From an optimization exercise on the open Yosys and OpenROAD flow, aimed at small area, a short achievable clock period and few clock cycles per item; shortcuts taken in it are not production practice. In this exercise RTL edits were held to simulation tests only and were not proved equivalent to the original. No activity file was given, so power comes from the tool's default toggle rates.

<file path="design/flow/config.mk">
export PLATFORM = sky130hd
export DESIGN_NAME = bcu
export DESIGN_NICKNAME = bcu
export VERILOG_FILES = /design/flow/design.v
export SDC_FILE = /design/flow/constraint.sdc
export NUM_CORES = 8
export LEC_CHECK = 0
export ABC_AREA = 1
export CAP_MARGIN = 30
export CORE_MARGIN = 2
export CORE_UTILIZATION = 40
export CTS_BUF_LIST = sky130_fd_sc_hd__clkbuf_4
export SETUP_SLACK_MARGIN = 5
export SLEW_MARGIN = 20
export TNS_END_PERCENT = 0
</file>
<file path="design/flow/constraint.sdc">
create_clock -name core_clock -period 12.0 [get_ports {clk}]
set_input_delay 2.4000 -clock core_clock [delete_from_list [all_inputs] [get_ports {clk}]]
set_output_delay 2.4000 -clock core_clock [all_outputs]
set_load 0.01 [all_outputs]
</file>
<file path="design/flow/design.v">
module bcu (
    input  wire         clk,
    input  wire         rst,             
    input  wire         cmd_valid,
    output wire         cmd_ready,
    input  wire [127:0] cmd,
    output wire         rsp_valid,
    input  wire         rsp_ready,
    output wire [127:0] rsp
);
    localparam CAP = 32;
    localparam F_INVALID_ID = 4'd1, F_VALUE_RANGE = 4'd2, F_TRUNCATED = 4'd3, F_RESERVED_SIZE = 4'd4,
               F_WIDTH_RANGE = 4'd5, F_OVERFLOW = 4'd6, F_ILLEGAL = 4'd7, F_ADDR_RANGE = 4'd8;
    reg [255:0] mem;                     
    reg [5:0]   len;                     
    reg [31:0]  pos;                     
    reg [7:0]   ent_id;
    reg [2:0]   ent_size;
    reg [31:0]  ent_value;
    reg         ent_valid;               
    reg         rv;
    reg [3:0]   r_status;
    reg         r_ent;                   
    reg [2:0]   r_size;                  
    reg         r_tl;                    
    reg         r_pos;                   
    reg [1:0]   r_k;
    reg         r_xoff;                  
    reg [55:0]  r_x;                     
    function [5:0] width_of;
        input [2:0] c;
        case (c)
            3'd0: width_of = 6'd0;
            3'd1: width_of = 6'd1;
            3'd2: width_of = 6'd2;
            3'd3: width_of = 6'd4;
            3'd4: width_of = 6'd8;
            3'd5: width_of = 6'd16;
            default: width_of = 6'd32;
        endcase
    endfunction
    function [2:0] classify;
        input [31:0] v;
        if (v == 32'd0)              classify = 3'd0;
        else if (v[31:1] == 31'd0)   classify = 3'd1;
        else if (v[31:2] == 30'd0)   classify = 3'd2;
        else if (v[31:4] == 28'd0)   classify = 3'd3;
        else if (v[31:8] == 24'd0)   classify = 3'd4;
        else if (v[31:16] == 16'd0)  classify = 3'd5;
        else                         classify = 3'd6;
    endfunction
    function rd_ok;
        input       hi;
        input [7:0] lo;
        input [5:0] l;
        rd_ok = !hi && ({1'b0, lo[7:3]} + 6'd8 <= l);
    endfunction
    function [6:0] grown;
        input [7:0] lo;
        input [5:0] l;
        reg   [5:0] need;
        reg   [5:0] gap;
        begin
            need = {1'b0, lo[7:3]} + 6'd8;
            gap  = need - l;
            if (need <= l) grown = {1'b0, l};
            else           grown = {1'b0, l} + {1'b0, (gap + 6'd7) & 6'b111000};
        end
    endfunction
    assign cmd_ready = ~rv | rsp_ready;
    assign rsp_valid = rv;
    wire   take      = cmd_valid & cmd_ready;
    wire        o_entv  = r_ent & ent_valid;
    wire [2:0]  o_size  = o_entv ? ent_size : (r_ent ? 3'd0 : r_size);
    wire [5:0]  o_tlen  = r_tl ? 6'd11 + width_of(o_size) : 6'd0;
    wire [7:0]  o_id    = o_entv ? ent_id : 8'd0;
    wire        o_valid = o_entv;
    wire [25:0] pos_hi1 = pos[31:6] + 26'd1;      
    wire [6:0]  o_plo   = {1'b0, pos[5:0]} + {3'd0, r_k[1], 1'b0, r_k[0], r_k[0]};
    wire [31:0] o_pos   = {o_plo[6] ? pos_hi1 : pos[31:6], o_plo[5:0]};
    wire [31:0] o_off   = r_pos ? o_pos : (r_xoff ? r_x[31:0] : 32'd0);
    wire [55:0] o_data  = r_xoff ? 56'd0 : o_entv ? {24'd0, ent_value} : r_ent ? 56'd0 : r_x;
    assign rsp = {8'd0, o_data, o_off, o_valid, 1'b0, o_tlen, 5'd0, o_size, o_id, 4'd0, r_status};
    wire [7:0]  c_op   = cmd[7:0];
    wire [15:0] c_a    = cmd[23:8];
    wire [31:0] c_off  = cmd[55:24];
    wire [7:0]  c_rsv  = cmd[63:56];
    wire [63:0] c_data = cmd[127:64];
    wire a_z = (c_a == 16'd0);
    wire o_z = (c_off == 32'd0);
    wire d_z = (c_data == 64'd0);
    wire op_cls  = (c_op == 8'h01);
    wire op_wid  = (c_op == 8'h02);
    wire op_rdf  = (c_op == 8'h03);
    wire op_wrf  = (c_op == 8'h04);
    wire op_dec  = (c_op == 8'h05);
    wire op_enc  = (c_op == 8'h06);
    wire op_setp = (c_op == 8'h07);
    wire op_gst  = (c_op == 8'h08);
    wire op_gent = (c_op == 8'h09);
    wire op_clr  = (c_op == 8'h0A);
    wire op_push = (c_op == 8'h0B);
    wire op_pad  = (c_op == 8'h0C);
    wire op_bget = (c_op == 8'h0D);
    wire legal = (c_rsv == 8'd0) && (
                 (op_cls  && a_z && o_z) ||
                 (op_wid  && o_z && d_z) ||
                 (op_rdf  && d_z) ||
                  op_wrf ||
                 (op_dec  && a_z && o_z && d_z) ||
                 (op_enc  && o_z) ||
                 (op_setp && a_z && d_z) ||
                 (op_gst  && a_z && o_z && d_z) ||
                 (op_gent && a_z && o_z && d_z) ||
                 (op_clr  && o_z && d_z) ||
                 (op_push && o_z && d_z) ||
                 (op_pad  && o_z && d_z) ||
                 (op_bget && a_z && d_z));
    wire s_l  =  c_op[3] &  c_op[1];
    wire s_b  =  c_op[3] & ~c_op[1];
    wire s_p  = ~c_op[3] &  c_op[2] & (c_op[1] | c_op[0]);
    wire s_o  = ~c_op[3] & ~(c_op[2] & (c_op[1] | c_op[0]));
    wire s_rd =  c_op[0] & ~(c_op[3] & c_op[1]);             
    wire s_enc = ~c_op[3] & c_op[1];                          
    function [3:0] rowoh;
        input [4:0] b;
        input [2:0] j;
        reg   [3:0] h;                   
        reg         c;                   
        begin
            h = 4'd1 << b[4:3];
            case (j)
                3'd0: c = |b[2:0];
                3'd1: c = b[2] | b[1];
                3'd2: c = b[2] | (b[1] & b[0]);
                3'd3: c = b[2];
                3'd4: c = b[2] & (b[1] | b[0]);
                3'd5: c = b[2] & b[1];
                3'd6: c = &b[2:0];
                default: c = 1'b0;
            endcase
            rowoh = c ? {h[2:0], h[3]} : h;
        end
    endfunction
    genvar gj;
    wire [4:0] wb_p = pos[7:3];
    wire [4:0] wb_o = c_off[7:3];
    wire [4:0] wb_b = c_off[4:0];
    wire [4:0] wb_l = len[4:0];
    wire [5:0] amt  = ({6{s_p}} & pos[5:0]) | ({6{s_o}} & c_off[5:0]) |
                      ({6{s_b}} & {c_off[2:0], 3'b000}) | ({6{s_l}} & {len[2:0], 3'b000});
    wire [3:0]  roh [0:7];
    wire [63:0] bankwin;                 
    generate
        for (gj = 0; gj < 8; gj = gj + 1) begin : g_bank
            assign roh[gj] = ({4{s_p}} & rowoh(wb_p, gj)) | ({4{s_o}} & rowoh(wb_o, gj)) |
                             ({4{s_b}} & rowoh(wb_b, gj)) | ({4{s_l}} & rowoh(wb_l, gj));
            assign bankwin[8*gj +: 8] = ({8{roh[gj][0]}} & mem[      8*gj +: 8]) |
                                        ({8{roh[gj][1]}} & mem[ 64 + 8*gj +: 8]) |
                                        ({8{roh[gj][2]}} & mem[128 + 8*gj +: 8]) |
                                        ({8{roh[gj][3]}} & mem[192 + 8*gj +: 8]);
        end
    endgenerate
    wire [2:0]  enc_c  = classify(c_data[31:0]);
    wire [5:0]  enc_w  = width_of(enc_c);
    wire [55:0] wr_val = s_o ? c_data[55:0] :
                               {c_data[55:43], c_data[31:0], enc_c, c_a[7:0]};
    wire [63:0] wr_rev;
    wire [63:0] rot_in;
    wire [63:0] wr_rot;
    generate
        for (gj = 0; gj < 64; gj = gj + 1) begin : g_rev
            if (gj < 8) assign wr_rev[gj] = 1'b0;
            else        assign wr_rev[gj] = wr_val[63 - gj];
        end
    endgenerate
    assign rot_in = s_rd ? bankwin : wr_rev;
    wire [127:0] rot_sh = {rot_in, rot_in} >> amt;
    wire [63:0]  rot    = rot_sh[63:0];
    wire [63:0]  rd_win = rot;           
    generate
        for (gj = 0; gj < 64; gj = gj + 1) begin : g_wrot
            assign wr_rot[gj] = rot[63 - gj];
        end
    endgenerate
    wire [6:0] ec;                       
    generate
        for (gj = 0; gj < 7; gj = gj + 1) begin : g_ec
            assign ec[gj] = (enc_c == gj);
        end
    endgenerate
    wire [6:0] encw_e0 = {1'b0, pos[5:0]} + 7'd11;
    wire [6:0] encw_e1 = {1'b0, pos[5:0]} + 7'd12;
    wire [6:0] encw_e2 = {1'b0, pos[5:0]} + 7'd13;
    wire [6:0] encw_e3 = {1'b0, pos[5:0]} + 7'd15;
    wire [6:0] encw_e4 = {1'b0, pos[5:0]} + 7'd19;
    wire [6:0] encw_e5 = {1'b0, pos[5:0]} + 7'd27;
    wire [6:0] encw_e6 = {1'b0, pos[5:0]} + 7'd43;
    wire [6:0] encw_end = ({7{ec[0]}} & encw_e0) | ({7{ec[1]}} & encw_e1) |
                          ({7{ec[2]}} & encw_e2) | ({7{ec[3]}} & encw_e3) |
                          ({7{ec[4]}} & encw_e4) | ({7{ec[5]}} & encw_e5) |
                          ({7{ec[6]}} & encw_e6);
    wire [6:0] wrf_end  = {1'b0, c_off[5:0]} + {1'b0, c_a[5:0]};
    wire [5:0] wr_end  = ({6{s_p}} & encw_end[5:0]) |
                         ({6{s_o}} & wrf_end[5:0]) |
                         ({6{s_l}} & {len[2:0] + 3'd1, 3'b000});
    wire       wr_wrap = (s_p & encw_end[6]) | (s_o & wrf_end[6]) | (s_l & (len[2:0] == 3'd7));
    wire [7:0] a_hi = 8'd1 << amt[5:3];
    wire [7:0] a_lo = 8'd1 << amt[2:0];
    wire [7:0] e_hi = 8'd1 << wr_end[5:3];
    wire [7:0] e_lo = 8'd1 << wr_end[2:0];
    wire [63:0] wr_mask;
    genvar gq, gb;
    generate
        for (gq = 0; gq < 8; gq = gq + 1) begin : g_mq
            for (gb = 0; gb < 8; gb = gb + 1) begin : g_mb
                wire ge = (|a_hi[gq:0] & ~a_hi[gq]) | (a_hi[gq] & |a_lo[gb:0]);
                wire lt = (|e_hi[7:gq] & ~e_hi[gq]) | (e_hi[gq] & ~|e_lo[gb:0]);
                assign wr_mask[8*gq + gb] = wr_wrap ? (ge | lt) : (ge & lt);
            end
        end
    endgenerate
    wire [8:0] p8lo  = {1'b0, pos[7:0]} + 9'd8;
    wire [8:0] p11lo = {1'b0, pos[7:0]} + 9'd11;
    wire hi_p0  = (pos[31:8]   != 24'd0);
    wire hi_p1  = hi_p0 | p8lo[8];
    wire hi_p2  = hi_p0 | p11lo[8];
    wire hi_off = (c_off[31:8] != 24'd0);
    wire ok_p0  = rd_ok(hi_p0,  pos[7:0],   len);
    wire ok_p1  = rd_ok(hi_p1,  p8lo[7:0],  len);
    wire ok_p2  = rd_ok(hi_p2,  p11lo[7:0], len);
    wire ok_off = rd_ok(hi_off, c_off[7:0], len);
    wire [6:0] gl_p2  = grown(p11lo[7:0], len);
    wire [6:0] gl_off = grown(c_off[7:0], len);
    wire ovf_p2  = hi_p2  || (gl_p2  > CAP);
    wire ovf_off = hi_off || (gl_off > CAP);
    wire [7:0]  d_id = rd_win[7:0];
    wire [2:0]  d_sz = rd_win[10:8];
    reg  [31:0] d_vmask;
    always @* begin
        case (d_sz)
            3'd0: d_vmask = 32'h0000_0000;
            3'd1: d_vmask = 32'h0000_0001;
            3'd2: d_vmask = 32'h0000_0003;
            3'd3: d_vmask = 32'h0000_000F;
            3'd4: d_vmask = 32'h0000_00FF;
            3'd5: d_vmask = 32'h0000_FFFF;
            default: d_vmask = 32'hFFFF_FFFF;
        endcase
    end
    wire [31:0] d_val = rd_win[42:11] & d_vmask;
    wire [63:0] a_mask = (c_a[5:0] > 6'd56) ? 64'd0 : ((64'd1 << c_a[5:0]) - 64'd1);
    wire [55:0] rdf_val = rd_win[55:0] & a_mask[55:0];
    wire        wrf_big = ((c_data & ~a_mask) != 64'd0);
    wire        a_gt56  = (c_a > 16'd56);
    wire [6:0]  dc;                      
    generate
        for (gj = 0; gj < 7; gj = gj + 1) begin : g_dc
            assign dc[gj] = (d_sz == gj);
        end
    endgenerate
    wire [6:0]  ncls    = s_enc ? ec : dc;
    wire [6:0]  pn_lo   = ({7{ncls[0]}} & encw_e0) | ({7{ncls[1]}} & encw_e1) |
                          ({7{ncls[2]}} & encw_e2) | ({7{ncls[3]}} & encw_e3) |
                          ({7{ncls[4]}} & encw_e4) | ({7{ncls[5]}} & encw_e5) |
                          ({7{ncls[6]}} & encw_e6);
    wire [31:0] pos_new = {pn_lo[6] ? pos_hi1 : pos[31:6], pn_lo[5:0]};
    reg         n_write;                 
    reg         n_clear;                 
    reg         n_len_we;
    reg [5:0]   n_len;
    reg         n_pos_we;
    reg [31:0]  n_pos;
    reg         n_ent_we;
    reg         n_ent_dec;               
    reg         n_ent_set;               
    reg [3:0]   n_status;
    reg         n_ent;
    reg [2:0]   n_size;
    reg         n_tl;
    reg         n_rpos;
    reg [1:0]   n_k;                     
    reg         n_xoff;
    reg [55:0]  n_x;
    always @* begin
        n_write   = 1'b0;
        n_clear   = 1'b0;
        n_len_we  = 1'b0;
        n_len     = len;
        n_pos_we  = 1'b0;
        n_pos     = pos_new;
        n_ent_we  = 1'b0;
        n_ent_dec = 1'b0;
        n_ent_set = 1'b0;
        n_status  = 4'd0;
        n_ent     = 1'b0;
        n_size    = 3'd0;
        n_tl      = 1'b0;
        n_rpos    = 1'b0;
        n_k       = 2'b00;
        n_xoff    = 1'b0;
        n_x       = 56'd0;
        if (!legal) begin
            n_status = F_ILLEGAL;
        end else if (op_cls) begin
            if (c_data[63:32] != 32'd0)
                n_status = F_VALUE_RANGE;
            else begin
                n_size = enc_c;
                n_tl   = 1'b1;
                n_x    = {50'd0, enc_w};
            end
        end else if (op_wid) begin
            if (c_a >= 16'd7) begin
                n_status = F_RESERVED_SIZE;
                n_xoff   = 1'b1;
                n_x      = {40'd0, c_a};
            end else begin
                n_size = c_a[2:0];
                n_tl   = 1'b1;
                n_x    = {50'd0, width_of(c_a[2:0])};
            end
        end else if (op_rdf) begin
            if (a_gt56) begin
                n_status = F_WIDTH_RANGE;
                n_xoff   = 1'b1;
                n_x      = {40'd0, c_a};
            end else if (!ok_off) begin
                n_status = F_TRUNCATED;
                n_xoff   = 1'b1;
                n_x      = {24'd0, c_off};
            end else
                n_x = rdf_val;
        end else if (op_wrf) begin
            if (a_gt56) begin
                n_status = F_WIDTH_RANGE;
                n_xoff   = 1'b1;
                n_x      = {40'd0, c_a};
            end else if (wrf_big)
                n_status = F_VALUE_RANGE;
            else if (ovf_off) begin
                n_status = F_OVERFLOW;
                n_xoff   = 1'b1;
                n_x      = {24'd0, c_off};
            end else begin
                n_write  = 1'b1;
                n_len_we = 1'b1;
                n_len    = gl_off[5:0];
            end
        end else if (op_dec) begin
            if (!ok_p0) begin
                n_status = F_TRUNCATED;
                n_rpos   = 1'b1;
            end else if (d_id == 8'd0) begin
                n_ent_we = 1'b1;                 
                n_ent    = 1'b1;
                n_tl     = 1'b1;
                n_rpos   = 1'b1;
                n_k      = 2'b11;
            end else if (!ok_p1) begin
                n_status = F_TRUNCATED;
                n_rpos   = 1'b1;
                n_k      = 2'b10;
            end else if (d_sz == 3'd7) begin
                n_status = F_RESERVED_SIZE;
                n_rpos   = 1'b1;
                n_k      = 2'b10;
            end else if (!ok_p2) begin
                n_status = F_TRUNCATED;
                n_rpos   = 1'b1;
                n_k      = 2'b11;
            end else begin
                n_ent_we  = 1'b1;
                n_ent_dec = 1'b1;
                n_ent_set = 1'b1;
                n_pos_we  = 1'b1;
                n_ent     = 1'b1;
                n_tl      = 1'b1;
                n_rpos    = 1'b1;
            end
        end else if (op_enc) begin
            if (c_a == 16'd0 || c_a > 16'd255) begin
                n_status = F_INVALID_ID;
                n_xoff   = 1'b1;
                n_x      = {40'd0, c_a};
            end else if (c_data[63:32] != 32'd0)
                n_status = F_VALUE_RANGE;
            else if (ovf_p2) begin
                n_status = F_OVERFLOW;
                n_rpos   = 1'b1;
            end else begin
                n_write   = 1'b1;
                n_len_we  = 1'b1;
                n_len     = gl_p2[5:0];
                n_ent_we  = 1'b1;
                n_ent_set = 1'b1;
                n_pos_we  = 1'b1;
                n_ent     = 1'b1;
                n_tl      = 1'b1;
                n_rpos    = 1'b1;
            end
        end else if (op_setp) begin
            n_pos_we = 1'b1;
            n_pos    = c_off;
        end else if (op_gst) begin
            n_rpos = 1'b1;
            n_x    = {50'd0, len};
        end else if (op_gent) begin
            n_ent = 1'b1;
            n_tl  = 1'b1;
        end else if (op_clr) begin
            if (c_a > CAP)
                n_status = F_OVERFLOW;
            else begin
                n_clear  = 1'b1;
                n_len_we = 1'b1;
                n_len    = c_a[5:0];
                n_pos_we = 1'b1;
                n_pos    = 32'd0;
                n_ent_we = 1'b1;
            end
        end else if (op_push) begin
            if (c_a > 16'd255)
                n_status = F_VALUE_RANGE;
            else if (len == CAP)
                n_status = F_OVERFLOW;
            else begin
                n_write  = 1'b1;
                n_len_we = 1'b1;
                n_len    = len + 6'd1;
            end
        end else if (op_pad) begin
            if (c_a[15:6] != 10'd0 || ({1'b0, len} + {1'b0, c_a[5:0]}) > 7'd32)
                n_status = F_OVERFLOW;
            else begin
                n_len_we = 1'b1;
                n_len    = len + c_a[5:0];
            end
        end else begin                   
            if (c_off[31:6] != 26'd0 || c_off[5:0] >= len) begin
                n_status = F_ADDR_RANGE;
                n_xoff   = 1'b1;
                n_x      = {24'd0, c_off};
            end else
                n_x = {48'd0, rd_win[7:0]};
        end
    end
    wire do_write = take & n_write;
    wire do_clear = rst | (take & n_clear);
    wire [63:0] wr_merged = do_clear ? 64'd0 : ((wr_rot & wr_mask) | (bankwin & ~wr_mask));
    genvar gr;
    generate
        for (gr = 0; gr < 4; gr = gr + 1) begin : g_row
            for (gj = 0; gj < 8; gj = gj + 1) begin : g_col
                wire hit = do_clear | (do_write & roh[gj][gr]);
                always @(posedge clk) begin
                    if (hit)
                        mem[64*gr + 8*gj +: 8] <= wr_merged[8*gj +: 8];
                end
            end
        end
    endgenerate
    always @(posedge clk) begin
        if (rst) begin
            rv        <= 1'b0;
            len       <= 6'd8;
            pos       <= 32'd0;
            ent_valid <= 1'b0;
        end else begin
            if (take) begin
                rv <= 1'b1;
                if (n_len_we) len <= n_len;
                if (n_pos_we) pos <= n_pos;
                if (n_ent_we) ent_valid <= n_ent_set;
            end else if (rsp_ready)
                rv <= 1'b0;
        end
    end
    always @(posedge clk) begin
        if (take && n_ent_set) begin
            if (n_ent_dec) begin
                ent_id    <= d_id;
                ent_size  <= d_sz;
                ent_value <= d_val;
            end else begin
                ent_id    <= c_a[7:0];
                ent_size  <= enc_c;
                ent_value <= c_data[31:0];
            end
        end
    end
    always @(posedge clk) begin
        if (take) begin
            r_status <= n_status;
            r_ent    <= n_ent;
            r_size   <= n_size;
            r_tl     <= n_tl;
            r_pos    <= n_rpos;
            r_k      <= n_k;
            r_xoff   <= n_xoff;
            r_x      <= n_x;
        end
    end
endmodule
</file>
<file path="design/flow/flow/run.sh">
#!/bin/bash
# Layout flow: the standard flow (standard.sh), except that
#  - synthesis maps the logic with the ABC script in flow/abc_area.script
#    (an area-oriented mapping) instead of ORFS's; the registers and every
#    other synthesis step are the standard synthesis's;
#  - the port buffers are sky130_fd_sc_hd__buf_1 (ORFS picks a delay cell).
# Each step's full output goes to a log file in this folder (and ORFS's own
# logs under orfs/logs).
set -euo pipefail
here=$(pwd)
rm -rf "$here/cs_scripts"
cp -r "$FLOW_HOME/scripts" "$here/cs_scripts"
cp "$here/flow/abc_area.script" "$here/cs_scripts/abc_area.script"
bash standard.sh SCRIPTS_DIR="$here/cs_scripts" ABC_AREA=1 synth > "$here/synth.log" 2>&1
bash standard.sh "BUFFER_PORTS_ARGS=-buffer_cell sky130_fd_sc_hd__buf_1" finish > "$here/layout.log" 2>&1
</file>
<file path="design/flow/flow/abc_area.script">
strash
&get -n
&fraig -x
&put
scorr
dc2
strash
&get -n
&dc2
&synch2
&nf -R 1000
&put
buffer -c
topo
stime -c
upsize -c
dnsize -c
</file>
<file path="design/flow/standard.sh">
#!/bin/bash
# synth_recipe.tcl (not shown) runs the flow's synth.tcl, then flattens the netlist and writes it again
# the make line also repeats each setting of config.mk as NAME=value (left out here)
make -C /OpenROAD-flow-scripts/flow DESIGN_CONFIG=/design/flow/config.mk WORK_HOME=/design/flow/orfs CLKGATE_MAP_FILE= SYNTH_SCRIPT=/design/flow/synth_recipe.tcl "${@:-finish}"
</file>
==> impl_metrics.xml, run 1 <==
<?xml version="1.0" encoding="UTF-8"?>
<metrics>
  <group name="setup_path">
    <metric name="critical_path.endpoint_type" unit="">register</metric>
    <metric name="path_max_fanout" unit="">18</metric>
    <metric name="timing.critical_path.from_type" unit="">input port</metric>
    <metric name="worst_r2r_path_depth" unit="">23</metric>
    <metric name="worstPathRequired" unit="ps">12690</metric>
    <metric name="reg2reg_slack" unit="ps">4910</metric>
    <metric name="crit-reg2reg-capture" unit="">ent_value[26]</metric>
    <metric name="criticalPathCategory" unit="">in -&gt; reg</metric>
    <metric name="arrival" unit="ps">7960</metric>
    <metric name="timing.rr.start" unit="">len[4]</metric>
  </group>
  <group name="layout">
    <metric name="fill_cells" unit="">8352</metric>
    <metric name="layout.nets" unit="">4755</metric>
    <metric name="layout.cells.most_common" unit="">nand2_1</metric>
    <metric name="layout-area-overhead-vs-synth" unit="%">18.6</metric>
    <metric name="drive_gt1_share" unit="%">16.8</metric>
    <metric name="final_cell_mix" unit="">572 x nand2_1, 486 x nor2_1, 368 x edfxtp_1</metric>
  </group>
  <group name="floorplanning">
    <metric name="die-height" unit="um">295</metric>
    <metric name="initial_cell_density_of_the_core" unit="%">40.5</metric>
    <metric name="core" unit="um2">83800</metric>
    <metric name="dieWidth" unit="um">295</metric>
    <metric name="top_level_ports" unit="">262</metric>
    <metric name="rows" unit="">106</metric>
    <metric name="die_area" unit="um2">87200</metric>
  </group>
  <group name="placed_design">
    <metric name="place_hpwl" unit="um">126000</metric>
    <metric name="portBuffers" unit="">243</metric>
    <metric name="detailedPlace.worstSlack" unit="ps">2110</metric>
    <metric name="gpl.final_weighted_congestion" unit="">1.03</metric>
  </group>
  <group name="detailed_routing">
    <metric name="drc" unit="">0</metric>
    <metric name="antenna_left" unit="">0</metric>
    <metric name="dr_total_vias" unit="">37431</metric>
    <metric name="routed_wirelength" unit="um">175000</metric>
    <metric name="first_pass_iters" unit="">7</metric>
    <metric name="drt_initial_violations" unit="">5447</metric>
    <metric name="detail_route.wl_per_cell" unit="um">30.6</metric>
    <metric name="detail_route.vias_per_cell" unit="">6.52</metric>
  </group>
  <group name="sta">
    <metric name="worst_slack" unit="ps">4720</metric>
    <metric name="grt_setup_unrepaired" unit="">yes</metric>
    <metric name="drv_slew" unit="">0</metric>
    <metric name="max_freq" unit="MHz">137</metric>
    <metric name="hold_violations" unit="">0</metric>
    <metric name="final-setup-viol-count" unit="">0</metric>
    <metric name="whs" unit="ps">559</metric>
    <metric name="period_share" unit="%">60.6</metric>
    <metric name="fin_tns_setup" unit="ps">0</metric>
    <metric name="final.min_clock_period" unit="ps">7280</metric>
    <metric name="slew-limit-headroom" unit="%">12.2</metric>
    <metric name="worst_slew_pin_slew" unit="ps">1320</metric>
    <metric name="final.setup_skew" unit="ps">102</metric>
  </group>
  <group name="global_route">
    <metric name="grt_pass1_wl" unit="um">245000</metric>
    <metric name="grt_pass1_vias" unit="">34037</metric>
    <metric name="antenna_found_initial" unit="">11</metric>
    <metric name="globalRouteOverflowTotal" unit="">0</metric>
    <metric name="globalRouteTotalUtil" unit="%">38.8</metric>
    <metric name="maximum_number_of_pins_on_one_net_before_global_route_repair" unit="">73</metric>
  </group>
  <group name="synthesis">
    <metric name="postSynthAreaPerCell" unit="um2">8.09</metric>
    <metric name="netlist_top_cells_area" unit="">edfxtp_1 33%, nand2_1 6.5%, a21oi_1 5.9%</metric>
    <metric name="seq_area_frac_synth" unit="%">34.9</metric>
    <metric name="ys_ff_latch" unit="">408</metric>
    <metric name="synth_top_cell_area_share" unit="%">32.5</metric>
    <metric name="netlist_area" unit="um2">34000</metric>
    <metric name="synthesis.yosys.warnings" unit="">1</metric>
    <metric name="synth_enable_flop_cells" unit="">368</metric>
    <metric name="post-synth-top-area-cell" unit="">edfxtp_1</metric>
    <metric name="netlist_cell_types" unit="">101</metric>
    <metric name="post_synth_inst_count" unit="">4199</metric>
    <metric name="postSynth.asyncResetShare" unit="%">0</metric>
    <metric name="synth_ff_type" unit="">edfxtp_1</metric>
  </group>
  <group name="worst_hold_path">
    <metric name="worst_hold_end" unit="">rv</metric>
    <metric name="worstHoldPathCells" unit="">2</metric>
    <metric name="min_from" unit="">rv</metric>
    <metric name="worst_hold_path_type" unit="">reg -&gt; reg</metric>
  </group>
  <group name="clock_network">
    <metric name="tritoncts" unit="">done</metric>
    <metric name="source_to_sink_clock_delay_at_the_later_pin_of_the_worst_skew_pair" unit="ps">1000</metric>
    <metric name="cts_num_sinks" unit="">408</metric>
    <metric name="cts_max_path_buffers" unit="">3</metric>
    <metric name="clockRootBuffer" unit="">clkbuf_4</metric>
    <metric name="cts_made_buffers" unit="">108</metric>
    <metric name="clk_pin_slew_worst_paths" unit="ps">70</metric>
    <metric name="htree_num_levels" unit="">3</metric>
  </group>
  <group name="power">
    <metric name="pwr-share-clk" unit="%">26.7</metric>
    <metric name="power.switching" unit="mW">1.80</metric>
    <metric name="total_leakage_power" unit="nW">15.0</metric>
    <metric name="power.sequential.fraction" unit="%">37.6</metric>
    <metric name="vdd_drop_max" unit="V">0.0000703</metric>
    <metric name="p_sw_share" unit="%">39.1</metric>
    <metric name="power-per-cell-area" unit="nW/um2">114</metric>
    <metric name="total_power" unit="mW">4.61</metric>
    <metric name="comb_power_share" unit="%">35.7</metric>
    <metric name="cell_internal_pwr" unit="mW">2.80</metric>
  </group>
  <group name="job">
    <metric name="timing.max_cap.violations" unit="">0</metric>
  </group>
  <group name="outcome">
    <metric name="result_of_the_run" unit="">finished clean</metric>
  </group>
</metrics>
[stage by stage]
stage	util, %	instance area, um2	cells
CTS	47.1	39500	5688
finish	48.0	40300	5737
global route	48.0	40200	5730
floorplan	-	34000	4216
global placement	42.7	35800	5393
detailed placement	42.8	35900	5405
[cell type report]
| type | count | area [um2] | area share [%] |
|---|---|---|---|
| Clock buffer | 139 | 1040 | 2.59 |
| Timing Repair Buffer | 483 | 3200 | 7.94 |
| Clock inverter | 45 | 299 | 0.743 |
| Inverter | 114 | 444 | 1.10 |
| Multi-Input combinational cell | 3402 | 22000 | 54.6 |
| Tap cell | 1134 | 1420 | 3.52 |
| Sequential cell | 408 | 11900 | 29.4 |
| Antenna cell | 12 | 30.0 | 0.0746 |
[timing repair]
action                     in CTS  in global routing
cloned                         11                  2
setup endpoints to repair     454                410
pin swaps                      46                 49
setup buffers                  88                 32
gates resized for setup       285                113
hold buffers                    0                  0
[cell usage after synthesis (25+ instances only)]
cell type and instances:
a31oi_1 53, nand3_1 87, nor4_1 34, a21o_1 64
nor3_1 73, o21ai_0 384, a21oi_1 398, maj3_1 33
a221o_1 25, mux2i_1 166, and3_1 29, edfxtp_1 368
a22oi_1 95, a211oi_1 29, nor2b_1 32, xnor2_1 60
o21ai_1 69, nor2_1 512, a22o_1 72, and2_1 43
ha_1 96, clkbuf_1 165, inv_1 106, dfxtp_1 40
o22ai_1 30, buf_4 36, nand2_1 589, buf_2 67
[flip-flops by register name, indices dropped and copies added (netlist names), 2 cells and up]
signal	count
r_x	56
ent_size	3
ent_value	32
r_size	3
pos	32
r_status	4
mem	256
len	6
r_k	2
ent_id	8
[metal layers]
| layer | wire, um | GRT usage (%) | up-vias |
|---|---|---|---|
| li1 | - | - | 16193 |
| met4 | 15200 | 27.3 | 4 |
| met2 | 73400 | 57.3 | 2738 |
| met3 | 21300 | 11.6 | 684 |
| met1 | 65400 | 48.4 | 17812 |
| met5 | 32 | 0 | - |
[power groups by stage]
stage / Combinational (mW) / Clock (mW) / Sequential, mW
finish: 1.64 / 1.23 / 1.73
global route: 1.68 / 1.32 / 1.74
CTS: 1.50 / 1.26 / 1.73
detailed placement: 1.37 / 0 / 1.76
global placement: 1.36 / 0 / 1.76
floorplan: 0.798 / 0 / 1.75
[cell families (layout without fill, tap and decap cells)]
family	count (synthesis)	after routing	synth area share, %
multiplexers	184	184	5.51
adder cells (fa/ha/maj)	139	139	5.10
buffers and inverters	415	781	5.53
AO/OA/AOI/OAI	1444	1452	27.0
XOR/XNOR	82	82	2.12
AND/OR/NAND/NOR	1526	1527	19.8
other	1	30	0.0110
flip-flops	408	408	34.9
[critical path, stage by stage]
cell      delay [ps]
clkbuf_4         150
buf_12           140
and2_1           180
buf_12           170
o21ai_0          140
a21oi_1           70
a21oi_1          330
o221ai_4         290
a221o_1          470
nor2_2           210
a31oi_2           90
nand2_1          120
o21ai_1          110
mux2_2           330
nor2_1            90
a21oi_1           80
mux2i_1          260
o21ai_1          110
nor2_1           120
a21oi_1           70
buf_4            220
or4_4            530
nor3_4           310
or3_4            250
nor2_2           110
and3_1           360
a21o_1           240
[worst max-delay path by stage]
stage | endpoint | cells after the start | slack (ps) | from
after floorplan | mem[240] | 22 | 4810 | cmd[12]
after global placement | ent_value[25] | 21 | 2120 | cmd[2]
after detailed placement | mem[183] | 22 | 2110 | cmd[9]
after CTS | r_status[1] | 25 | 4990 | cmd[27]
after global routing | pos[8] | 35 | 4640 | cmd[1]
final | ent_value[26] | 27 | 4720 | cmd[3]
Testbench counts, summed over its fixed seeds: cycles 8,054, commands 8,046.
==> run 2: changes to the inputs <==
--- a/design/flow/design.v
+++ b/design/flow/design.v
@@ -67,9 +67,7 @@
             else           grown = {1'b0, l} + {1'b0, (gap + 6'd7) & 6'b111000};
         end
     endfunction
-    assign cmd_ready = ~rv | rsp_ready;
     assign rsp_valid = rv;
-    wire   take      = cmd_valid & cmd_ready;
     wire        o_entv  = r_ent & ent_valid;
     wire [2:0]  o_size  = o_entv ? ent_size : (r_ent ? 3'd0 : r_size);
     wire [5:0]  o_tlen  = r_tl ? 6'd11 + width_of(o_size) : 6'd0;
@@ -116,12 +114,50 @@
                  (op_push && o_z && d_z) ||
                  (op_pad  && o_z && d_z) ||
                  (op_bget && a_z && d_z));
-    wire s_l  =  c_op[3] &  c_op[1];
-    wire s_b  =  c_op[3] & ~c_op[1];
-    wire s_p  = ~c_op[3] &  c_op[2] & (c_op[1] | c_op[0]);
-    wire s_o  = ~c_op[3] & ~(c_op[2] & (c_op[1] | c_op[0]));
-    wire s_rd =  c_op[0] & ~(c_op[3] & c_op[1]);             
-    wire s_enc = ~c_op[3] & c_op[1];                          
+    wire [3:0] o4    = c_op[3:0];
+    wire u_dec  = (o4 == 4'h5);
+    wire u_enc  = (o4 == 4'h6);
+    wire u_push = (o4 == 4'hB);
+    wire u_rdf  = (o4 == 4'h3);
+    wire u_wrf  = (o4 == 4'h4);
+    wire u_clr  = (o4 == 4'hA);
+    wire u_setp = (o4 == 4'h7);
+    reg        t_p, t_l, t_o;            
+    reg        t_rd;                     
+    reg  [7:0] loff;                     
+    reg        loff_v;                   
+    wire unit_ok = (u_dec  & t_p & t_rd) | (u_enc & t_p & ~t_rd) | (u_push & t_l & ~t_rd) |
+                   (u_rdf  & t_o & t_rd & loff_v) | (u_wrf & t_o & ~t_rd & loff_v) |
+                   ~(u_dec | u_enc | u_push | u_rdf | u_wrf);
+    assign cmd_ready = (~rv | rsp_ready) & unit_ok;
+    wire   take      = cmd_valid & cmd_ready;
+    always @(posedge clk) begin
+        if (rst) begin
+            t_p    <= 1'b1;
+            t_l    <= 1'b0;
+            t_o    <= 1'b0;
+            t_rd   <= 1'b1;
+            loff_v <= 1'b0;
+        end else if (cmd_valid & ~unit_ok) begin
+            t_p    <= u_dec | u_enc;
+            t_l    <= u_push;
+            t_o    <= u_rdf | u_wrf;
+            t_rd   <= u_dec | u_rdf;
+            loff_v <= u_rdf | u_wrf;
+        end else if (take) begin
+            if (u_clr | u_setp) begin
+                t_p  <= 1'b1;
+                t_l  <= 1'b0;
+                t_o  <= 1'b0;
+                t_rd <= u_setp;
+            end
+            loff_v <= 1'b0;
+        end
+    end
+    always @(posedge clk) begin
+        if (cmd_valid & ~unit_ok)
+            loff <= c_off[7:0];
+    end
     function [3:0] rowoh;
         input [4:0] b;
         input [2:0] j;
@@ -143,27 +179,28 @@
         end
     endfunction
     genvar gj;
-    wire [4:0] wb_p = pos[7:3];
-    wire [4:0] wb_o = c_off[7:3];
-    wire [4:0] wb_b = c_off[4:0];
-    wire [4:0] wb_l = len[4:0];
-    wire [5:0] amt  = ({6{s_p}} & pos[5:0]) | ({6{s_o}} & c_off[5:0]) |
-                      ({6{s_b}} & {c_off[2:0], 3'b000}) | ({6{s_l}} & {len[2:0], 3'b000});
+    wire [7:0] wo   = ({8{t_p}} & pos[7:0]) | ({8{t_l}} & {len[4:0], 3'b000}) |
+                      ({8{t_o}} & loff);
+    wire [4:0] wb   = wo[7:3];
+    wire [5:0] amt  = wo[5:0];
     wire [3:0]  roh [0:7];
     wire [63:0] bankwin;                 
     generate
         for (gj = 0; gj < 8; gj = gj + 1) begin : g_bank
-            assign roh[gj] = ({4{s_p}} & rowoh(wb_p, gj)) | ({4{s_o}} & rowoh(wb_o, gj)) |
-                             ({4{s_b}} & rowoh(wb_b, gj)) | ({4{s_l}} & rowoh(wb_l, gj));
+            assign roh[gj] = rowoh(wb, gj);
             assign bankwin[8*gj +: 8] = ({8{roh[gj][0]}} & mem[      8*gj +: 8]) |
                                         ({8{roh[gj][1]}} & mem[ 64 + 8*gj +: 8]) |
                                         ({8{roh[gj][2]}} & mem[128 + 8*gj +: 8]) |
                                         ({8{roh[gj][3]}} & mem[192 + 8*gj +: 8]);
         end
     endgenerate
+    wire [63:0] brow = c_off[4:3] == 2'd0 ? mem[ 63:  0] :
+                       c_off[4:3] == 2'd1 ? mem[127: 64] :
+                       c_off[4:3] == 2'd2 ? mem[191:128] : mem[255:192];
+    wire [7:0]  bget_byte = brow[8*c_off[2:0] +: 8];
     wire [2:0]  enc_c  = classify(c_data[31:0]);
     wire [5:0]  enc_w  = width_of(enc_c);
-    wire [55:0] wr_val = s_o ? c_data[55:0] :
+    wire [55:0] wr_val = t_o ? c_data[55:0] :
                                {c_data[55:43], c_data[31:0], enc_c, c_a[7:0]};
     wire [63:0] wr_rev;
     wire [63:0] rot_in;
@@ -174,7 +211,7 @@
             else        assign wr_rev[gj] = wr_val[63 - gj];
         end
     endgenerate
-    assign rot_in = s_rd ? bankwin : wr_rev;
+    assign rot_in = t_rd ? bankwin : wr_rev;
     wire [127:0] rot_sh = {rot_in, rot_in} >> amt;
     wire [63:0]  rot    = rot_sh[63:0];
     wire [63:0]  rd_win = rot;           
@@ -200,11 +237,11 @@
                           ({7{ec[2]}} & encw_e2) | ({7{ec[3]}} & encw_e3) |
                           ({7{ec[4]}} & encw_e4) | ({7{ec[5]}} & encw_e5) |
                           ({7{ec[6]}} & encw_e6);
-    wire [6:0] wrf_end  = {1'b0, c_off[5:0]} + {1'b0, c_a[5:0]};
-    wire [5:0] wr_end  = ({6{s_p}} & encw_end[5:0]) |
-                         ({6{s_o}} & wrf_end[5:0]) |
-                         ({6{s_l}} & {len[2:0] + 3'd1, 3'b000});
-    wire       wr_wrap = (s_p & encw_end[6]) | (s_o & wrf_end[6]) | (s_l & (len[2:0] == 3'd7));
+    wire [6:0] wrf_end  = {1'b0, loff[5:0]} + {1'b0, c_a[5:0]};
+    wire [5:0] wr_end  = ({6{t_p}} & encw_end[5:0]) |
+                         ({6{t_o}} & wrf_end[5:0]) |
+                         ({6{t_l}} & {len[2:0] + 3'd1, 3'b000});
+    wire       wr_wrap = (t_p & encw_end[6]) | (t_o & wrf_end[6]) | (t_l & (len[2:0] == 3'd7));
     wire [7:0] a_hi = 8'd1 << amt[5:3];
     wire [7:0] a_lo = 8'd1 << amt[2:0];
     wire [7:0] e_hi = 8'd1 << wr_end[5:3];
@@ -229,9 +266,9 @@
     wire ok_p0  = rd_ok(hi_p0,  pos[7:0],   len);
     wire ok_p1  = rd_ok(hi_p1,  p8lo[7:0],  len);
     wire ok_p2  = rd_ok(hi_p2,  p11lo[7:0], len);
-    wire ok_off = rd_ok(hi_off, c_off[7:0], len);
+    wire ok_off = rd_ok(hi_off, loff, len);       
     wire [6:0] gl_p2  = grown(p11lo[7:0], len);
-    wire [6:0] gl_off = grown(c_off[7:0], len);
+    wire [6:0] gl_off = grown(loff, len);
     wire ovf_p2  = hi_p2  || (gl_p2  > CAP);
     wire ovf_off = hi_off || (gl_off > CAP);
     wire [7:0]  d_id = rd_win[7:0];
@@ -259,7 +296,7 @@
             assign dc[gj] = (d_sz == gj);
         end
     endgenerate
-    wire [6:0]  ncls    = s_enc ? ec : dc;
+    wire [6:0]  ncls    = t_rd ? dc : ec;     
     wire [6:0]  pn_lo   = ({7{ncls[0]}} & encw_e0) | ({7{ncls[1]}} & encw_e1) |
                           ({7{ncls[2]}} & encw_e2) | ({7{ncls[3]}} & encw_e3) |
                           ({7{ncls[4]}} & encw_e4) | ({7{ncls[5]}} & encw_e5) |
@@ -442,10 +479,13 @@
                 n_xoff   = 1'b1;
                 n_x      = {24'd0, c_off};
             end else
-                n_x = {48'd0, rd_win[7:0]};
+                n_x = {48'd0, bget_byte};
         end
     end
-    wire do_write = take & n_write;
+    wire w_wrf    = op_wrf  & ~a_gt56 & ~wrf_big & ~ovf_off;
+    wire w_enc    = op_enc  & ~a_z & (c_a[15:8] == 8'd0) & (c_data[63:32] == 32'd0) & ~ovf_p2;
+    wire w_push   = op_push & (c_a[15:8] == 8'd0) & (len != CAP);
+    wire do_write = take & legal & (w_wrf | w_enc | w_push);
     wire do_clear = rst | (take & n_clear);
     wire [63:0] wr_merged = do_clear ? 64'd0 : ((wr_rot & wr_mask) | (bankwin & ~wr_mask));
     genvar gr;
==> run 2 against run 1 <==
Compared with the run above:
- power fell by 4.7%
- count of clock-buffer cells in the layout rose by 33
- first-iteration DRC count rose by 22%
- sequential share of layout area rose by 1.7 points
- die area rose by 1.7%
- synthesized area rose by 1.7%
- critical path depth fell by 10
- non-clock buffer count fell by 92
- routed wire length rose by 4.8%
- synthesized cell count fell by 0.88%
- clock power rose by 8%
- maximum frequency rose by 0.15%
- critical path type unchanged
==> impl_metrics.xml, run 2 <==
<?xml version="1.0" encoding="UTF-8"?>
<metrics>
  <group name="synthesis">
    <metric name="seq_area_frac_synth" unit="%">35.3</metric>
    <metric name="postSynthAreaPerCell" unit="um2">8.30</metric>
    <metric name="netlist_cell_types" unit="">101</metric>
    <metric name="yosys-top-cells-count" unit="">568 x nand2_1, 503 x nor2_1, 401 x a21oi_1</metric>
    <metric name="synth_top_cell_area_share" unit="%">32.7</metric>
    <metric name="synthesis.yosys.warnings" unit="">1</metric>
    <metric name="post-synth-top-area-cell" unit="">edfxtp_1</metric>
    <metric name="synth_enable_flop_cells" unit="">376</metric>
    <metric name="post_synth_inst_count" unit="">4162</metric>
    <metric name="synth.most_common_cell" unit="">nand2_1</metric>
    <metric name="synth_ff_type" unit="">edfxtp_1</metric>
    <metric name="netlist_area" unit="um2">34500</metric>
    <metric name="ys_ff_latch" unit="">421</metric>
    <metric name="postSynth.asyncResetShare" unit="%">0</metric>
    <metric name="netlist_top_cells_area" unit="">edfxtp_1 33%, nand2_1 6.2%, a21oi_1 5.8%</metric>
  </group>
  <group name="clock_network">
    <metric name="source_to_sink_clock_delay_at_the_later_pin_of_the_worst_skew_pair" unit="ps">1040</metric>
    <metric name="clk_pin_slew_worst_paths" unit="ps">70</metric>
    <metric name="hold_buffers" unit="">0</metric>
    <metric name="cts_made_buffers" unit="">113</metric>
    <metric name="tritoncts" unit="">done</metric>
    <metric name="cts_num_sinks" unit="">421</metric>
    <metric name="cts_max_path_buffers" unit="">3</metric>
    <metric name="clockRootBuffer" unit="">clkbuf_4</metric>
    <metric name="htree_num_levels" unit="">3</metric>
  </group>
  <group name="floorplanning">
    <metric name="dieWidth" unit="um">298</metric>
    <metric name="die-height" unit="um">298</metric>
    <metric name="die_area" unit="um2">88700</metric>
    <metric name="core" unit="um2">85400</metric>
    <metric name="initial_cell_density_of_the_core" unit="%">40.4</metric>
    <metric name="top_level_ports" unit="">262</metric>
    <metric name="rows" unit="">107</metric>
  </group>
  <group name="layout">
    <metric name="multiInputGateArea" unit="um2">21600</metric>
    <metric name="layout.core_utilization" unit="%">45.9</metric>
    <metric name="fin_area" unit="um2">39200</metric>
    <metric name="layout_top_registers" unit="">mem x256, r_x x56</metric>
    <metric name="layout.cells.most_common" unit="">nand2_1</metric>
    <metric name="drive_gt1_share" unit="%">13.9</metric>
    <metric name="fill_cells" unit="">8644</metric>
    <metric name="layout.nets" unit="">4622</metric>
    <metric name="layout-area-overhead-vs-synth" unit="%">13.5</metric>
    <metric name="seqCellArea" unit="um2">12200</metric>
    <metric name="registers.top_by_ff_count" unit="">mem</metric>
    <metric name="final_cell_mix" unit="">557 x nand2_1, 488 x nor2_1, 396 x a21oi_1</metric>
    <metric name="largest_register_ffs" unit="">256</metric>
  </group>
  <group name="detailed_routing">
    <metric name="dr_total_vias" unit="">37742</metric>
    <metric name="first_pass_iters" unit="">9</metric>
    <metric name="detail_route.vias_per_cell" unit="">6.68</metric>
    <metric name="antenna_left" unit="">0</metric>
    <metric name="drc" unit="">0</metric>
    <metric name="routed_wirelength" unit="um">184000</metric>
    <metric name="detail_route.wl_per_cell" unit="um">32.5</metric>
    <metric name="drt_initial_violations" unit="">6632</metric>
  </group>
  <group name="placed_design">
    <metric name="portBuffers" unit="">243</metric>
    <metric name="gpl.final_weighted_congestion" unit="">1.07</metric>
    <metric name="placement.cell_area" unit="um2">36800</metric>
    <metric name="place_hpwl" unit="um">140000</metric>
    <metric name="detailedPlace.worstSlack" unit="ps">2330</metric>
  </group>
  <group name="sta">
    <metric name="drv_slew" unit="">0</metric>
    <metric name="hold_violations" unit="">0</metric>
    <metric name="worst_slew_pin_slew" unit="ps">1150</metric>
    <metric name="final.setup_skew" unit="ps">111</metric>
    <metric name="final.min_clock_period" unit="ps">7260</metric>
    <metric name="final-setup-viol-count" unit="">0</metric>
    <metric name="period_share" unit="%">60.5</metric>
    <metric name="max_freq" unit="MHz">138</metric>
    <metric name="worst_slack" unit="ps">4740</metric>
    <metric name="fin_tns_setup" unit="ps">0</metric>
    <metric name="grt_setup_unrepaired" unit="">yes</metric>
    <metric name="slew-limit-headroom" unit="%">20.8</metric>
  </group>
  <group name="global_route">
    <metric name="maximum_number_of_pins_on_one_net_before_global_route_repair" unit="">76</metric>
    <metric name="antenna_found_initial" unit="">16</metric>
    <metric name="globalRouteTotalUtil" unit="%">39.8</metric>
    <metric name="grt_pass1_wl" unit="um">256000</metric>
    <metric name="grt_pass1_vias" unit="">34556</metric>
    <metric name="globalRouteOverflowTotal" unit="">0</metric>
  </group>
  <group name="power">
    <metric name="vdd_drop_max" unit="V">0.0000857</metric>
    <metric name="cell_internal_pwr" unit="mW">2.76</metric>
    <metric name="power.sequential.fraction" unit="%">41.6</metric>
    <metric name="power-per-cell-area" unit="nW/um2">112</metric>
    <metric name="power.switching" unit="mW">1.63</metric>
    <metric name="total_leakage_power" unit="nW">14.5</metric>
    <metric name="pwr-share-clk" unit="%">30.4</metric>
    <metric name="total_power" unit="mW">4.39</metric>
    <metric name="comb_power_share" unit="%">28.1</metric>
    <metric name="p_sw_share" unit="%">37.1</metric>
  </group>
  <group name="setup_path">
    <metric name="worst_r2r_path_depth" unit="">24</metric>
    <metric name="criticalPathCategory" unit="">in -&gt; reg</metric>
    <metric name="timing.critical_path.from_type" unit="">input port</metric>
    <metric name="crit_path_top_delay_cell" unit="">o21ai_0</metric>
    <metric name="crit_path_max_incr_delay" unit="ps">830</metric>
    <metric name="path_max_fanout" unit="">11</metric>
    <metric name="critical_path.endpoint_type" unit="">register</metric>
    <metric name="cp_cell_sequence" unit="">clkbuf_2 -&gt; or4_4 -&gt; nor3_4 -&gt; nand3_2 -&gt; nand2_2 -&gt; a21oi_1 -&gt; nor2_2 -&gt; o211ai_1 -&gt; o21ai_0 -&gt; nand2_1 -&gt; nand2_1 -&gt; nand2_1 -&gt; nor2_1 -&gt; a22oi_1 -&gt; a21oi_1 -&gt; o21ai_0 -&gt; a21oi_1</metric>
    <metric name="worstPathRequired" unit="ps">12680</metric>
    <metric name="arrival" unit="ps">7950</metric>
  </group>
  <group name="worst_hold_path">
    <metric name="worst_hold_path_type" unit="">reg -&gt; reg</metric>
    <metric name="worstHoldPathCells" unit="">2</metric>
  </group>
  <group name="job">
    <metric name="timing.max_cap.violations" unit="">0</metric>
  </group>
  <group name="outcome">
    <metric name="result_of_the_run" unit="">finished clean</metric>
  </group>
</metrics>
-- run 2: cell count changes after synthesis, moves of 16 or more --
cell / previous run / this run
a22o_1: 72 / 56
o21ai_1: 69 / 34
mux4_2: 0 / 37
a221o_1: 25 / 9
inv_1: 106 / 80
buf_1: 17 / 62
buf_2: 67 / 24
nand2_1: 589 / 568
o21ai_0: 384 / 352
a211oi_1: 29 / 58
-- run 2: per-layer routing --
metal | track usage, % | vias up | wire length (um)
li1 | - | 16065 | -
met1 | 51.7 | 17827 | 69300
met3 | 11.1 | 697 | 23800
met2 | 58.6 | 3137 | 76800
met4 | 24.3 | 16 | 13700
met5 | 0 | - | 122
-- run 2: critical path, delay by kind of cell --
| family | cells | cell delay [ps] |
|---|---|---|
| AO/OA/AOI/OAI | 7 | 2310 |
| buffers and inverters | 1 | 270 |
| AND/OR/NAND/NOR | 9 | 2940 |
-- run 2: power by group through the flow --
stage	clock network [mW]	logic, mW	registers (mW)
2_1_floorplan	0	0.639	1.79
3_3_place_gp	0	1.12	1.85
3_5_place_dp	0	1.12	1.85
4_1_cts	1.36	1.14	1.82
5_1_grt	1.43	1.26	1.83
6_report	1.33	1.23	1.82
-- run 2: area by class of cell --
class	count	share of cell area [%]
tap	1144	3.65
timing repair buffer	391	5.43
clock buffer	172	3.29
sequential	421	31.1
antenna	14	0.0893
multi-input combinational	3382	55.1
clock inverter	40	0.523
inverter	85	0.820
-- run 2: metrics by stage --
stage,std cells,hold WS (ps)
final,5649,464
after global routing,5637,501
after CTS,5611,466
after detailed placement,5371,457
after global placement,5359,449
after floorplan,4179,437
-- run 2: worst paths after layout --
check	from	to	slack, ps
min reg2reg	loff_v	loff_v	460
min	loff_v	loff_v	460
max	cmd[69]	mem[190]	4740
max reg2reg	pos[0]	pos[8]	4990
-- run 2: kinds of logic (layout without fill, tap and decap cells) --
kind of cell,after synthesis,after routing,share of synthesized area [%]
buffers and inverters,380,688,4.72
multiplexers,211,211,7.51
other,1,32,0.0109
adder cells (fa/ha/maj),124,124,4.51
flip-flops,421,421,35.3
XOR/XNOR,78,78,2.12
AND/OR/NAND/NOR,1519,1522,19.5
AO/OA/AOI/OAI,1428,1429,26.3
-- run 2: repair_timing --
item / 4_1_cts / 5_1_grt
resized for setup: 47 / 62
endpoints found under the setup margin: 423 / 449
buffers inserted: 26 / 16
pin swaps: 17 / 11
gates cloned: 2 / 2
Testbench counts of run 2, summed over its fixed seeds: cycles 8,118, commands 8,046.
==> run 3: changes to the inputs <==
--- a/design/flow/design.v
+++ b/design/flow/design.v
@@ -129,7 +129,7 @@
     wire unit_ok = (u_dec  & t_p & t_rd) | (u_enc & t_p & ~t_rd) | (u_push & t_l & ~t_rd) |
                    (u_rdf  & t_o & t_rd & loff_v) | (u_wrf & t_o & ~t_rd & loff_v) |
                    ~(u_dec | u_enc | u_push | u_rdf | u_wrf);
-    assign cmd_ready = (~rv | rsp_ready) & unit_ok;
+    assign cmd_ready = (~rv | rsp_ready) & (unit_ok | ~cmd_valid);
     wire   take      = cmd_valid & cmd_ready;
     always @(posedge clk) begin
         if (rst) begin
==> run 3 against run 2 <==
Compared with the run above:
- clock power barely moved
- routed wire length down 4.0%
- critical path type unchanged
- critical endpoint is now mem[179]
- critical path depth down 2
- sequential share of layout area shrank 0.14 points
- highest routed layer unchanged
- worst setup slack got worse by 90 ps
- still clean
- largest power group unchanged
- final cell count shrank 0.50%
==> impl_metrics.xml, run 3 <==
<?xml version="1.0" encoding="UTF-8"?>
<metrics>
  <group name="global_route">
    <metric name="grt_busiest_layer" unit="">met2</metric>
    <metric name="globalRouteTotalUtil" unit="%">38.0</metric>
    <metric name="gr-usage-met1" unit="%">48.7</metric>
    <metric name="maximum_number_of_pins_on_one_net_before_global_route_repair" unit="">75</metric>
    <metric name="antenna_found_initial" unit="">19</metric>
    <metric name="global_route.usage.met3" unit="%">11.3</metric>
    <metric name="grt_pass1_vias" unit="">34202</metric>
    <metric name="grtUsageMet2" unit="%">56.3</metric>
    <metric name="globalRouteOverflowTotal" unit="">0</metric>
    <metric name="grt_pass1_wl" unit="um">248000</metric>
  </group>
  <group name="floorplanning">
    <metric name="core" unit="um2">86300</metric>
    <metric name="rows" unit="">108</metric>
    <metric name="dieWidth" unit="um">299</metric>
    <metric name="top_level_ports" unit="">262</metric>
    <metric name="die-height" unit="um">299</metric>
    <metric name="die_area" unit="um2">89200</metric>
    <metric name="initial_cell_density_of_the_core" unit="%">40.2</metric>
  </group>
  <group name="layout">
    <metric name="non_filler_cells_in_the_finished_layout" unit="">5621</metric>
    <metric name="layout.cells.most_common" unit="">nand2_1</metric>
    <metric name="largest_register_ffs" unit="">256</metric>
    <metric name="final_cell_mix" unit="">530 x nand2_1, 525 x nor2_1, 376 x edfxtp_1</metric>
    <metric name="registers.top_by_ff_count" unit="">mem</metric>
    <metric name="layout.nets" unit="">4593</metric>
    <metric name="layout_top_registers" unit="">mem x256, r_x x56</metric>
    <metric name="layout-area-overhead-vs-synth" unit="%">13.4</metric>
    <metric name="drive_gt1_share" unit="%">14.1</metric>
  </group>
  <group name="synthesis">
    <metric name="synth_enable_flop_cells" unit="">376</metric>
    <metric name="netlist_area" unit="um2">34700</metric>
    <metric name="post_synth_inst_count" unit="">4142</metric>
    <metric name="netlist_top_cells_area" unit="">edfxtp_1 33%, nand2_1 5.8%, nor2_1 5.8%</metric>
    <metric name="netlist_cell_types" unit="">99</metric>
    <metric name="synth_top_cell_area_share" unit="%">32.5</metric>
    <metric name="seq_area_frac_synth" unit="%">35.1</metric>
    <metric name="ys_ff_latch" unit="">421</metric>
    <metric name="synth_ff_type" unit="">edfxtp_1</metric>
    <metric name="synthesis.yosys.warnings" unit="">1</metric>
    <metric name="postSynthAreaPerCell" unit="um2">8.39</metric>
    <metric name="yosys-top-cells-count" unit="">537 x nand2_1, 537 x nor2_1, 376 x edfxtp_1</metric>
    <metric name="postSynth.asyncResetShare" unit="%">0</metric>
    <metric name="post-synth-top-area-cell" unit="">edfxtp_1</metric>
  </group>
  <group name="job">
    <metric name="timing.max_cap.violations" unit="">0</metric>
  </group>
  <group name="setup_path">
    <metric name="criticalPathCategory" unit="">in -&gt; reg</metric>
    <metric name="arrival" unit="ps">7950</metric>
    <metric name="path_max_fanout" unit="">9</metric>
    <metric name="critical_path.endpoint_type" unit="">register</metric>
    <metric name="worstPathRequired" unit="ps">12590</metric>
    <metric name="timing.critical_path.from_type" unit="">input port</metric>
  </group>
  <group name="sta">
    <metric name="drv_slew" unit="">0</metric>
    <metric name="grt_setup_unrepaired" unit="">yes</metric>
    <metric name="final.min_clock_period" unit="ps">7350</metric>
    <metric name="fin_tns_setup" unit="ps">0</metric>
    <metric name="max_freq" unit="MHz">136</metric>
    <metric name="final-setup-viol-count" unit="">0</metric>
    <metric name="worst_slew_pin_slew" unit="ps">1030</metric>
    <metric name="slew-limit-headroom" unit="%">29.0</metric>
    <metric name="period_share" unit="%">61.3</metric>
    <metric name="final.setup_skew" unit="ps">108</metric>
    <metric name="hold_violations" unit="">0</metric>
  </group>
  <group name="detailed_routing">
    <metric name="first_pass_iters" unit="">8</metric>
    <metric name="routed_wirelength" unit="um">176000</metric>
    <metric name="detail_route.wl_per_cell" unit="um">31.4</metric>
    <metric name="drt_initial_violations" unit="">6087</metric>
    <metric name="antenna_left" unit="">0</metric>
    <metric name="dr_total_vias" unit="">37445</metric>
    <metric name="detail_route.vias_per_cell" unit="">6.66</metric>
    <metric name="drc" unit="">0</metric>
  </group>
  <group name="power">
    <metric name="vdd_drop_max" unit="V">0.0000712</metric>
    <metric name="power-per-cell-area" unit="nW/um2">117</metric>
    <metric name="total_leakage_power" unit="nW">14.5</metric>
    <metric name="total_power" unit="mW">4.60</metric>
  </group>
  <group name="placed_design">
    <metric name="place_hpwl" unit="um">134000</metric>
    <metric name="gpl.final_weighted_congestion" unit="">1.08</metric>
    <metric name="dp_cells" unit="">5358</metric>
    <metric name="portBuffers" unit="">243</metric>
  </group>
  <group name="clock_network">
    <metric name="cts_num_sinks" unit="">421</metric>
    <metric name="cts_made_buffers" unit="">113</metric>
    <metric name="cts_max_path_buffers" unit="">3</metric>
    <metric name="htree_num_levels" unit="">3</metric>
    <metric name="hold_buffers" unit="">0</metric>
    <metric name="source_to_sink_clock_delay_at_the_later_pin_of_the_worst_skew_pair" unit="ps">1020</metric>
    <metric name="clk_pin_slew_worst_paths" unit="ps">60</metric>
    <metric name="tritoncts" unit="">done</metric>
    <metric name="clockRootBuffer" unit="">clkbuf_4</metric>
  </group>
  <group name="outcome">
    <metric name="result_of_the_run" unit="">finished clean</metric>
  </group>
  <group name="worst_hold_path">
    <metric name="worst_hold_path_type" unit="">reg -&gt; reg</metric>
  </group>
</metrics>
run 3: cell count changes after synthesis, sizes merged, moves of 15 or more:
cell,previous run,this run
nand2,576,552
a22oi,108,87
o22ai,35,50
a22o,56,84
a222oi,24,41
a21oi,407,347
nor2,523,554
run 3: through the flow:
stage,hold slack [ps],setup WS (ps),cell area [um2],utilization [%]
floorplan,448,4900,35200,-
global placement,460,2410,36900,42.7
detailed placement,466,2350,37000,42.8
CTS,474,4800,39000,45.2
global route,506,4730,39400,45.6
finish,470,4650,39400,45.6
run 3: area by class of cell:
| cell class | count | area, um2 |
|---|---|---|
| Tap cell | 1155 | 1450 |
| Timing Repair Buffer | 395 | 2240 |
| Inverter | 83 | 323 |
| Clock buffer | 150 | 1130 |
| Clock inverter | 54 | 342 |
| Sequential cell | 421 | 12200 |
| Antenna cell | 12 | 30.0 |
| Multi-Input combinational cell | 3351 | 21700 |
| Fill cell | 8700 | 47000 |
run 3: power by group:
group	switching (mW)	internal (mW)
logic	1.00	0.421
registers	0.106	1.74
clock network	0.674	0.657
total	1.78	2.82
run 3: routing by layer:
metal	share of wire, %	wire, um
met1	38	66300
met2	42	74100
met3	13	23000
met4	7.3	12900
met5	0.077	135
run 3: kinds of logic (layout without fill, tap and decap cells):
logic type      after synthesis  count (layout)  synth area share [%]
mux                         228             228                  8.08
compound gates             1397            1399                  26.1
buf+inv                     389             682                  5.05
flops                       421             421                  35.1
other cells                   1              30                0.0108
fa+ha+maj                   123             123                  4.45
simple gates               1504            1504                  19.2
xor+xnor                     79              79                  2.06
run 3: timing repair:
action | 4_1_cts | 5_1_grt
setup endpoints to repair | 638 | 642
endpoints found under the hold margin | 0 | 0
pin swaps | 20 | 4
gates cloned | 2 | 0
resized for setup | 49 | 60
buffers inserted | 35 | 5
run 3: final timing paths:
kind	start	endpoint	slack (ps)	cells after the start
max	cmd[89]	mem[179]	4650	15
min	loff_v	loff_v	470	2
max reg2reg	t_l	pos[8]	4920	25
min reg2reg	loff_v	loff_v	470	2
run 3: worst max-delay path, stage by stage:
cell and delay [ps]:
buf_1 250, or4_1 590, nor2_2 240, nand3_4 190, nor3_4 260, and3_1 260
nor2_1 120, nand3_1 340, a21oi_1 120, o21ai_0 720, nand2_1 490, nor2_1 660
nor2_1 100, maj3_1 400, a211oi_1 790
Testbench counts of run 3, summed over its fixed seeds: cycles 8,118, commands 8,046.
==> run 4: changes to the inputs <==
==> design/flow/flow/run.sh (replaced) <==
#!/bin/bash
# Layout flow: the standard flow (standard.sh), except that
#  - synthesis maps the logic with the ABC script in flow/abc_area.script
#    (an area-oriented mapping) instead of ORFS's; the registers and every
#    other synthesis step are the standard synthesis's;
#  - the port buffers are sky130_fd_sc_hd__buf_1 (ORFS picks a delay cell);
set -euo pipefail
here=$(pwd)
rm -rf "$here/cs_scripts"
cp -r "$FLOW_HOME/scripts" "$here/cs_scripts"
cp "$here/flow/abc_area.script" "$here/cs_scripts/abc_area.script"
bash standard.sh SCRIPTS_DIR="$here/cs_scripts" ABC_AREA=1 synth > "$here/synth.log" 2>&1
bash standard.sh "BUFFER_PORTS_ARGS=-buffer_cell sky130_fd_sc_hd__buf_1" SETUP_SLACK_MARGIN=6.5 finish > "$here/layout.log" 2>&1
==> run 4 against run 3 <==
Compared with the run above:
- sequential share of layout area shrank 1.7 points
- synthesized area unchanged
- clock skew shrank 19 ps
- critical path depth rose by 15
- highest routed layer unchanged
- critical endpoint is now pos[26]
- final cell count rose by 2.2%
- register-to-register slack better by 740 ps
- count of clock-buffer cells in the layout increased by 3
- still clean
==> impl_metrics.xml, run 4 <==
<?xml version="1.0" encoding="UTF-8"?>
<metrics>
  <group name="global_route">
    <metric name="grt_pass1_wl" unit="um">259000</metric>
    <metric name="antenna_found_initial" unit="">19</metric>
  </group>
  <group name="sta">
    <metric name="final.setup_skew" unit="ps">88.4</metric>
    <metric name="period_share" unit="%">54.4</metric>
    <metric name="final.min_clock_period" unit="ps">6530</metric>
    <metric name="slew-limit-headroom" unit="%">25.9</metric>
    <metric name="drv_slew" unit="">0</metric>
    <metric name="worst_slew_pin_slew" unit="ps">1080</metric>
    <metric name="max_freq" unit="MHz">153</metric>
    <metric name="hold_violations" unit="">0</metric>
  </group>
  <group name="clock_network">
    <metric name="source_to_sink_clock_delay_at_the_later_pin_of_the_worst_skew_pair" unit="ps">1050</metric>
    <metric name="clockRootBuffer" unit="">clkbuf_4</metric>
    <metric name="tritoncts" unit="">done</metric>
    <metric name="hold_buffers" unit="">0</metric>
  </group>
  <group name="floorplanning">
    <metric name="initial_cell_density_of_the_core" unit="%">40.2</metric>
    <metric name="rows" unit="">108</metric>
    <metric name="die-height" unit="um">299</metric>
    <metric name="dieWidth" unit="um">299</metric>
    <metric name="core" unit="um2">86300</metric>
    <metric name="die_area" unit="um2">89200</metric>
    <metric name="top_level_ports" unit="">262</metric>
  </group>
  <group name="layout">
    <metric name="layout.nets" unit="">4723</metric>
    <metric name="fin_area" unit="um2">41700</metric>
    <metric name="final_cell_mix" unit="">515 x nand2_1, 499 x nor2_1, 376 x edfxtp_1</metric>
    <metric name="registers.top_by_ff_count" unit="">mem</metric>
    <metric name="largest_register_ffs" unit="">256</metric>
    <metric name="layout_top_registers" unit="">mem x256, r_x x56</metric>
  </group>
  <group name="synthesis">
    <metric name="netlist_area" unit="um2">34700</metric>
    <metric name="postSynthAreaPerCell" unit="um2">8.39</metric>
    <metric name="synthesis.yosys.warnings" unit="">1</metric>
    <metric name="netlist_cell_types" unit="">99</metric>
    <metric name="synth_ff_type" unit="">edfxtp_1</metric>
    <metric name="yosys-top-cells-count" unit="">537 x nand2_1, 537 x nor2_1, 376 x edfxtp_1</metric>
    <metric name="seq_area_frac_synth" unit="%">35.1</metric>
    <metric name="synth_enable_flop_cells" unit="">376</metric>
    <metric name="netlist_top_cells_area" unit="">edfxtp_1 33%, nand2_1 5.8%, nor2_1 5.8%</metric>
    <metric name="post_synth_inst_count" unit="">4142</metric>
    <metric name="ys_ff_latch" unit="">421</metric>
  </group>
  <group name="detailed_routing">
    <metric name="antenna_left" unit="">0</metric>
    <metric name="routed_wirelength" unit="um">184000</metric>
    <metric name="drt_initial_violations" unit="">6229</metric>
  </group>
  <group name="outcome">
    <metric name="result_of_the_run" unit="">finished clean</metric>
  </group>
  <group name="setup_path">
    <metric name="criticalPathCategory" unit="">in -&gt; reg</metric>
    <metric name="path_max_fanout" unit="">7</metric>
    <metric name="crit_path_top_delay_cell" unit="">or4_4</metric>
    <metric name="timing.critical_path.from_type" unit="">input port</metric>
  </group>
  <group name="power">
    <metric name="power-per-cell-area" unit="nW/um2">114</metric>
  </group>
  <group name="worst_hold_path">
    <metric name="worst_hold_path_type" unit="">reg -&gt; reg</metric>
  </group>
  <group name="placed_design">
    <metric name="portBuffers" unit="">243</metric>
  </group>
</metrics>
[run 4: cell counts after synthesis]
Identical to the previous run, type by type.
[run 4: repair_timing]
item,CTS,global route
resized for setup,324,54
buffers inserted,143,15
endpoints found under the hold margin,0,0
cloned,11,1
pin swaps,74,19
setup endpoints to repair,733,728
[run 4: path summary, 6_finish.rpt]
check | start | endpoint | slack (ps) | depth (start not counted)
max | cmd[89] | pos[26] | 5470 | 30
min | loff_v | loff_v | 480 | 2
max reg2reg | len[2] | pos[26] | 5660 | 34
min reg2reg | loff_v | loff_v | 480 | 2
[run 4: cell families after synthesis]
logic type                 Yosys count  synth area share (%)
DFF                                421                  35.1
adders and majority gates          123                  4.45
AOI/OAI and AO/OA                 1397                  26.1
other                                1                0.0108
muxes                              228                  8.08
and+or+nand+nor                   1504                  19.2
buffers and inverters              389                  5.05
xor gates and xnor gates            79                  2.06
[run 4: power by group]
part | switching, mW | internal (mW)
registers | 0.102 | 1.74
logic | 1.06 | 0.503
clock network | 0.664 | 0.683
total | 1.82 | 2.93
[run 4: routing by layer]
metal	track usage (%)	part of all wire (%)	vias to the layer above
met4	26.1	8.0	14
li1	-	-	16239
met1	49.5	36	18014
met2	59.7	42	3263
met3	12.9	13	764
met5	0	0.056	-
[run 4: worst reg2reg max path, delay by kind of cell, from the launching register on]
kind / cells / cell delay [ps]
AO/OA/AOI/OAI: 10 / 2050
flip-flops: 1 / 570
AND/OR/NAND/NOR: 13 / 1760
XOR/XNOR: 1 / 210
buffers and inverters: 8 / 1350
multiplexers: 2 / 310
[run 4: through the flow]
step,instances,hold slack [ps],power (mW),worst slack (ps),utilization (%)
CTS,5705,482,4.64,5780,47.8
detailed placement,5355,473,3.16,2590,42.9
global placement,5342,461,3.16,2740,42.7
global route,5736,521,4.89,5440,48.3
finish,5747,478,4.75,5470,48.3
floorplan,4159,448,2.57,4960,-
[run 4: final cells by class]
cell class	count	area (um2)
flip-flops and latches	421	12200
clock buffers	153	1150
repair buffers	522	3640
clock inverters	43	317
multi-input cells	3354	22600
fillers	8451	44600
diodes	16	40.0
well taps	1155	1450
inverters	83	358

afterwards: timing with drivers on the ports:
In the flow no input, the clock included, has a driving cell. The finished layouts below were timed again as built, in two steps. Step 1, drivers: a clkbuf_16 drives clk and a buf_2 each remaining input, both assumed. Step 2 also shifts input and output timing later by t, the mid clock arrival at the registers, as if the neighbouring blocks saw the same clock. Slacks: no drivers / after step 1 / after step 2; pairs: no drivers / after step 1.
run	t, ns	slack for setup (ns)
run 1	1.012	4.725 / 4.765 / 3.753
run 2	1.056	4.736 / 4.779 / 3.723
run 3	1.022	4.646 / 4.677 / 3.656
run 4	1.079	5.475 / 5.489 / 4.410
After both steps setup and hold are still met in every run listed.
